Background: an optimization exercise with open tools, aiming at small area. Do not read the settings as production practice.
Function was checked by simulation only, so behaviour that the tests miss may differ from the original.
Power figures rest on the tool's default switching activity, not on a simulated workload.

==> flow/design.v <==
module wh8_core (
    input  wire       clk,
    input  wire       rst,
    input  wire       disp_valid,
    output wire       disp_ready,
    input  wire [1:0] disp_seg,
    input  wire [7:0] disp_pc,
    input  wire [7:0] disp_acc,
    input  wire [7:0] disp_x,
    input  wire [7:0] disp_y,
    input  wire       disp_z,
    input  wire [7:0] disp_ir,
    input  wire [7:0] disp_quantum,
    output wire       mem_req,
    output wire       mem_we,
    output wire [9:0] mem_addr,
    output wire [7:0] mem_wdata,
    input  wire       mem_ack,
    input  wire [7:0] mem_rdata,
    output wire       ret_valid,
    output wire       done_valid,
    output wire [2:0] done_cause,
    output wire [7:0] r_pc,
    output wire [7:0] r_acc,
    output wire [7:0] r_x,
    output wire [7:0] r_y,
    output wire       r_z,
    output wire [7:0] r_ir,
    output reg        con_valid,
    output reg  [7:0] con_data
);
    localparam [7:0] OP_BRK   = 8'h00;
    localparam [7:0] OP_ADC   = 8'h6D;
    localparam [7:0] OP_STA   = 8'h8D;
    localparam [7:0] OP_LDY_I = 8'hA0;
    localparam [7:0] OP_LDX_I = 8'hA2;
    localparam [7:0] OP_LDA_I = 8'hA9;
    localparam [7:0] OP_LDY_A = 8'hAC;
    localparam [7:0] OP_LDA_A = 8'hAD;
    localparam [7:0] OP_LDX_A = 8'hAE;
    localparam [7:0] OP_BNE   = 8'hD0;
    localparam [7:0] OP_NOP   = 8'hEA;
    localparam [7:0] OP_CPX   = 8'hEC;
    localparam [7:0] OP_INC   = 8'hEE;
    localparam [7:0] OP_SYS   = 8'hFF;
    localparam [2:0] C_QUANTUM = 3'd0;
    localparam [2:0] C_BRK     = 3'd1;
    localparam [2:0] C_ILLEGAL = 3'd3;
    localparam [2:0] C_OPSEG   = 3'd5;
    localparam [2:0] C_SYSARG  = 3'd6;
    localparam [2:0] C_STRSEG  = 3'd7;
    localparam [3:0] S_IDLE   = 4'd0;
    localparam [3:0] S_FETCH  = 4'd1;
    localparam [3:0] S_DECODE = 4'd2;
    localparam [3:0] S_ARG1   = 4'd3;
    localparam [3:0] S_ARG2   = 4'd4;
    localparam [3:0] S_EXEC   = 4'd5;
    localparam [3:0] S_READ   = 4'd6;
    localparam [3:0] S_EXEC2  = 4'd7;
    localparam [3:0] S_WRITE  = 4'd8;
    localparam [3:0] S_SYSDEC = 4'd9;
    localparam [3:0] S_SYSSTR = 4'd10;
    localparam [3:0] S_RET    = 4'd11;
    localparam [3:0] S_DONE   = 4'd12;
    reg [3:0] state;
    reg [7:0] pc, acc, x, y, ir;
    reg       z;
    reg [1:0] seg;
    reg [7:0] quantum;
    reg [7:0] qcount;
    reg [7:0] op;
    reg [7:0] lo, hi;
    reg [7:0] data;
    reg [8:0] sptr;       
    reg [1:0] digit;      
    reg [2:0] cause;
    reg       legal;
    reg [1:0] nargs;
    always @(*) begin
        legal = 1'b1;
        nargs = 2'd0;
        case (op)
            OP_BRK, OP_NOP, OP_SYS:                     nargs = 2'd0;
            OP_LDY_I, OP_LDX_I, OP_LDA_I, OP_BNE:       nargs = 2'd1;
            OP_ADC, OP_STA, OP_LDY_A, OP_LDA_A,
            OP_LDX_A, OP_CPX, OP_INC:                   nargs = 2'd2;
            default:                                    legal = 1'b0;
        endcase
    end
    wire [7:0] y_hund = y / 8'd100;
    wire [7:0] y_tens = (y / 8'd10) % 8'd10;
    wire [7:0] y_ones = y % 8'd10;
    reg  [7:0] dec_digit;
    always @(*) begin
        case (digit)
            2'd2:    dec_digit = y_hund;
            2'd1:    dec_digit = y_tens;
            default: dec_digit = y_ones;
        endcase
    end
    assign mem_req = (state == S_FETCH) || (state == S_ARG1) || (state == S_ARG2) ||
                     (state == S_READ)  || (state == S_WRITE) ||
                     (state == S_SYSSTR && !sptr[8]);
    assign mem_we  = (state == S_WRITE);
    assign mem_addr = (state == S_READ || state == S_WRITE) ? {seg, lo} :
                      (state == S_SYSSTR)                   ? {seg, sptr[7:0]} :
                                                              {seg, pc};
    assign mem_wdata = (op == OP_STA) ? acc : data + 8'd1;
    assign disp_ready = (state == S_IDLE);
    assign ret_valid  = (state == S_RET);
    assign done_valid = (state == S_DONE);
    assign done_cause = cause;
    assign r_pc  = pc;
    assign r_acc = acc;
    assign r_x   = x;
    assign r_y   = y;
    assign r_z   = z;
    assign r_ir  = ir;
    wire xfer = mem_req && mem_ack;
    always @(posedge clk) begin
        if (rst) begin
            state     <= S_IDLE;
            pc        <= 8'd0;
            acc       <= 8'd0;
            x         <= 8'd0;
            y         <= 8'd0;
            z         <= 1'b0;
            ir        <= 8'd0;
            seg       <= 2'd0;
            quantum   <= 8'd0;
            qcount    <= 8'd0;
            op        <= 8'd0;
            lo        <= 8'd0;
            hi        <= 8'd0;
            data      <= 8'd0;
            sptr      <= 9'd0;
            digit     <= 2'd0;
            cause     <= 3'd0;
            con_valid <= 1'b0;
            con_data  <= 8'd0;
        end else begin
            con_valid <= 1'b0;
            case (state)
                S_IDLE: begin
                    if (disp_valid) begin
                        seg     <= disp_seg;
                        pc      <= disp_pc;
                        acc     <= disp_acc;
                        x       <= disp_x;
                        y       <= disp_y;
                        z       <= disp_z;
                        ir      <= disp_ir;
                        quantum <= disp_quantum;
                        qcount  <= 8'd0;
                        state   <= S_FETCH;
                    end
                end
                S_FETCH: begin
                    if (xfer) begin
                        op    <= mem_rdata;
                        state <= S_DECODE;
                    end
                end
                S_DECODE: begin
                    if (!legal) begin
                        cause <= C_ILLEGAL;
                        pc <= 8'd0; acc <= 8'd0; x <= 8'd0; y <= 8'd0; z <= 1'b0; ir <= 8'd0;
                        state <= S_DONE;
                    end else begin
                        ir <= op;
                        if (nargs != 2'd0) begin
                            pc    <= pc + 8'd1;
                            state <= S_ARG1;
                        end else begin
                            state <= S_EXEC;
                        end
                    end
                end
                S_ARG1: begin
                    if (xfer) begin
                        lo <= mem_rdata;
                        if (nargs == 2'd2) begin
                            pc    <= pc + 8'd1;
                            state <= S_ARG2;
                        end else begin
                            state <= S_EXEC;
                        end
                    end
                end
                S_ARG2: begin
                    if (xfer) begin
                        hi    <= mem_rdata;
                        state <= S_EXEC;
                    end
                end
                S_EXEC: begin
                    case (op)
                        OP_LDA_I: begin acc <= lo; pc <= pc + 8'd1; state <= S_RET; end
                        OP_LDX_I: begin x   <= lo; pc <= pc + 8'd1; state <= S_RET; end
                        OP_LDY_I: begin y   <= lo; pc <= pc + 8'd1; state <= S_RET; end
                        OP_NOP:   begin pc <= pc + 8'd1; state <= S_RET; end
                        OP_BNE: begin
                            if (!z) pc <= pc + lo + 8'd1;
                            else    pc <= pc + 8'd1;
                            state <= S_RET;
                        end
                        OP_BRK: begin
                            cause <= C_BRK;
                            pc <= 8'd0; acc <= 8'd0; x <= 8'd0; y <= 8'd0; z <= 1'b0; ir <= 8'd0;
                            state <= S_DONE;
                        end
                        OP_SYS: begin
                            if (x == 8'd1) begin
                                if (y >= 8'd100)     digit <= 2'd2;
                                else if (y >= 8'd10) digit <= 2'd1;
                                else                 digit <= 2'd0;
                                state <= S_SYSDEC;
                            end else if (x == 8'd2) begin
                                sptr  <= {1'b0, y};
                                state <= S_SYSSTR;
                            end else begin
                                cause <= C_SYSARG;
                                pc <= 8'd0; acc <= 8'd0; x <= 8'd0; y <= 8'd0; z <= 1'b0; ir <= 8'd0;
                                state <= S_DONE;
                            end
                        end
                        default: begin
                            if (hi != 8'd0) begin
                                cause <= C_OPSEG;
                                pc <= 8'd0; acc <= 8'd0; x <= 8'd0; y <= 8'd0; z <= 1'b0; ir <= 8'd0;
                                state <= S_DONE;
                            end else if (op == OP_STA) begin
                                state <= S_WRITE;
                            end else begin
                                state <= S_READ;
                            end
                        end
                    endcase
                end
                S_READ: begin
                    if (xfer) begin
                        data  <= mem_rdata;
                        state <= S_EXEC2;
                    end
                end
                S_EXEC2: begin
                    case (op)
                        OP_LDA_A: begin acc <= data;       pc <= pc + 8'd1; state <= S_RET; end
                        OP_LDX_A: begin x   <= data;       pc <= pc + 8'd1; state <= S_RET; end
                        OP_LDY_A: begin y   <= data;       pc <= pc + 8'd1; state <= S_RET; end
                        OP_ADC:   begin acc <= acc + data; pc <= pc + 8'd1; state <= S_RET; end
                        OP_CPX:   begin z   <= (data == x); pc <= pc + 8'd1; state <= S_RET; end
                        default:  state <= S_WRITE;    
                    endcase
                end
                S_WRITE: begin
                    if (xfer) begin
                        pc    <= pc + 8'd1;
                        state <= S_RET;
                    end
                end
                S_SYSDEC: begin
                    con_valid <= 1'b1;
                    con_data  <= 8'h30 + dec_digit;
                    if (digit == 2'd0) begin
                        pc    <= pc + 8'd1;
                        state <= S_RET;
                    end else begin
                        digit <= digit - 2'd1;
                    end
                end
                S_SYSSTR: begin
                    if (sptr[8]) begin
                        cause <= C_STRSEG;
                        pc <= 8'd0; acc <= 8'd0; x <= 8'd0; y <= 8'd0; z <= 1'b0; ir <= 8'd0;
                        state <= S_DONE;
                    end else if (xfer) begin
                        if (mem_rdata == 8'd0) begin
                            pc    <= pc + 8'd1;
                            state <= S_RET;
                        end else begin
                            con_valid <= 1'b1;
                            con_data  <= mem_rdata;
                            sptr      <= sptr + 9'd1;
                        end
                    end
                end
                S_RET: begin
                    qcount <= qcount + 8'd1;
                    if (quantum != 8'd0 && qcount + 8'd1 == quantum) begin
                        cause <= C_QUANTUM;
                        state <= S_DONE;
                    end else begin
                        state <= S_FETCH;
                    end
                end
                S_DONE: begin
                    state <= S_IDLE;
                end
                default: state <= S_IDLE;
            endcase
        end
    end
endmodule
==> flow/run.sh <==
#!/bin/bash
# synth_recipe.tcl (not shown) runs the flow's synth.tcl, then flattens the netlist and writes it again
# the make line also repeats each setting of config.mk as NAME=value (left out here)
make -C /OpenROAD-flow-scripts/flow DESIGN_CONFIG=/design/flow/config.mk WORK_HOME=/design/flow/orfs CLKGATE_MAP_FILE= SYNTH_SCRIPT=/design/flow/synth_recipe.tcl finish
==> flow/config.mk <==
export PLATFORM = sky130hd
export DESIGN_NAME = wh8_core
export DESIGN_NICKNAME = wh8_core
export VERILOG_FILES = /design/flow/design.v
export SDC_FILE = /design/flow/constraint.sdc
export NUM_CORES = 4
export LEC_CHECK = 0
export CAP_MARGIN = 20
export CORE_MARGIN = 2
export CORE_UTILIZATION = 40
export SLEW_MARGIN = 20
==> flow/constraint.sdc <==
create_clock -name core_clock -period 10.0 [get_ports {clk}]
set_input_delay 2.0000 -clock core_clock [delete_from_list [all_inputs] [get_ports {clk}]]
set_output_delay 2.0000 -clock core_clock [all_outputs]
set_load 0.01 [all_outputs]
==> run notes <==
status complete, no violations; largest net degree at the start of global routing 67; Syn Area/Cell 7.553 um^2; Max VDD drop 127.4 uV; Detailed Route Iter0 Violations 768; vias 9381; Via density 5.911; gp weighted congestion 0.9209; vias in the first global route 8536; GRT overflow 0; number of fillers in the final layout 2228; Async SR Flop Fraction 0; Pleak 4.277 nW; critical path endpoint category output pin; Boundary Pins 139; critical path fanouts, max 21; Final Power 3.327 mW; power density over the cells 300.6 nW/um^2; Max Slew Vio Count 0; fin crit period 5.279 ns; crit path kind reg -> out; Hold WC Path Type reg -> reg; Max-slew headroom 0.2800; Fin. Hold Viols 0; Hold WS 0.4543 ns; clock tree from TritonCTS built; Post-Syn Area 9041 um^2; Setup violations, final 0; Inserted Diodes 0; Critical Path RT 8.00 ns; Clock Tree Root clkbuf_16; antenna violations before repair 0; max FFs per register 9; synth unique cells 91; global-route wire length before repair 48.21 mm; Antenna Nets Post-Route 0; fmax 0.1894 GHz; CTS Buf Count 17; routed wire length per instance 19.19 um; Initial Utilization 0.4030; DRC viols 0; Core ar. 22430 um^2; Max Cap Viol 0; Layout Skew 0.01512 ns; Post-Synthesis Cells 1197; Core Rows 55; Worst setup SP type flip-flop; final WL 30.45 mm; Detailed Place HPWL 22.49 mm; worst slew pin tran 1.076 ns; Reg clk slew, reported paths 0.06 ns; most used flip-flop cell after synthesis dfxtp_1; sequential-to-total area share from yosys stat 0.2613; Max Buffers Root-to-Sink 2; Final #Nets 1381; TNS Setup 0 ns; Ys Warns 1; H-tree levels 4; Pre-antenna DRT Iters 5; latest clock arrival within the worst-skew pair 0.43 ns; critical path arrival 3.28 ns; fraction of layout cells with a size suffix above 1 0.06375; Setup Buffers After CTS 0; DIE WIDTH 154.3 um; GRT Util Overall 0.2529; Mapped Nets 1288; fin crit share 0.5279; area of the die 23820 um^2; clock tree sinks 118; PostCTS Resize Cnt 0; Area Growth Syn to Fin 22.42%; DIE HEIGHT 154.3 um; RSZ-0062 raised after global routing no; Port Buffers 138; CTS Hold Bufs 0; synthesis-stage register bit count 118; largest reg by FF count sptr; Post-synth EDFFs 0
-- where the power goes --
part	total, mW	switching, mW	internal, mW	leakage [nW]
clock	0.565	0.241	0.324	0.252
sequential	0.741	0.164	0.577	0.962
combinational	2.02	1.15	0.873	3.06
-- critical path, stage by stage (launching register included) --
cell,delay [ns]
dfxtp_1,0.77
clkinv_1,0.40
nand3_1,0.43
buf_4,0.37
mux2i_1,0.11
o21ai_0,0.20
clkdlybuf4s50_1,0.58
-- worst paths after layout --
| path | cells past startpoint | to | slack (ns) | startpoint |
|---|---|---|---|---|
| worst max-delay path | 6 | mem_addr[2] | 4.72 | state[0] |
| worst min register to register | 2 | seg[1] | 0.45 | seg[1] |
| worst min-delay path | 2 | seg[1] | 0.45 | seg[1] |
| worst max register to register | 22 | con_data[6] | 4.99 | digit[1] |
-- per-layer routing --
layer | track usage | routed length [um] | vias to the layer above
met5 | 0 | 0 | -
met1 | 0.3558 | 13870 | 4379
met2 | 0.3899 | 13740 | 383
met3 | 0.03923 | 1855 | 48
li1 | - | - | 4571
met4 | 0.09744 | 981 | 0
-- Yosys cell counts, types with 14 or more instances --
master    number  area [um^2]
nand2_1      111        416.7
o21ai_0       59        295.3
and3_1        14        87.58
xor2_1        26        227.7
dfxtp_1      118         2362
buf_2         21        105.1
nor4_1        16        100.1
xnor2_1       28        245.2
nor2b_1       25        156.4
o211ai_1      16        120.1
mux2i_1       57        570.6
nor3_1        35        175.2
nand3_1       41        205.2
a21oi_1       90        450.4
ha_1          26        325.3
inv_1         31        116.4
nor2_1       159        596.8
clkbuf_1      50        187.7
nand2b_1      19        118.9
-- per-stage QoR --
stage            util  cell area [um^2]  worst slack [ns]  instances
3_5_place_dp   0.4693             10530             5.094       1556
3_3_place_gp   0.4693             10530             5.164       1556
2_1_floorplan       -              9041             5.494       1197
5_1_grt        0.4934             11070             4.564       1587
6_report       0.4934             11070             4.721       1587
4_1_cts        0.4934             11070             4.792       1587
-- cell families after synthesis --
kind of cell	Yosys count	synth area share
xor gates and xnor gates	56	0.05674
AOI/OAI and AO/OA	326	0.2463
adders and majority gates	29	0.04166
and+or+nand+nor	490	0.2658
DFF	118	0.2613
buffers and inverters	114	0.05591
muxes	64	0.07224
-- cell usage in the layout (no fill, tap or decap), types with 19 or more instances in the layout --
cell               n
ha_1              26
nor2_1           158
nand3_1           41
nand2_1          111
xor2_1            26
nor3_1            34
a21oi_1           90
dfxtp_1          118
clkdlybuf4s50_1  137
inv_1             31
mux2i_1           57
nand2b_1          19
xnor2_1           28
o21ai_0           59
nor2b_1           25
-- layout make-up --
cell class / instances / area, um^2 / share of cell area
sequential: 118 / 2362 / 0.2134
tap: 285 / 356.6 / 0.03222
inverter: 34 / 130.1 / 0.01176
clock buffer: 18 / 439.2 / 0.03968
multi-input combinational: 965 / 6181 / 0.5584
clock inverter: 13 / 100.1 / 0.009044
timing repair buffer: 154 / 1499 / 0.1354

[re-timing with driven ports]
The results above use ideal ports. As a check the final layout listed here was re-extracted and re-timed, cells and wires unchanged. Step 1, drivers: a clkbuf_16 drives clk and a buf_2 each remaining input, both assumed. Step 2 adds t to the input delays and takes it off the output delays; t is the mean of the earliest and latest rising clock arrival at the registers after step 1. Input paths then give back, and output paths get back, about the clock's delay inside the block. Three values: ideal ports, drivers, drivers and shift; two values: the first two.
shift t [ns]: 0.467
setup WS [ns]: 4.721 / 4.674 / 4.992
worst register clock-pin slew, ns: 0.06 / 0.06
After both steps setup and hold are still met in this run. The setup slack of this run moves by -0.047 ns with the drivers and by +0.271 ns with both steps.
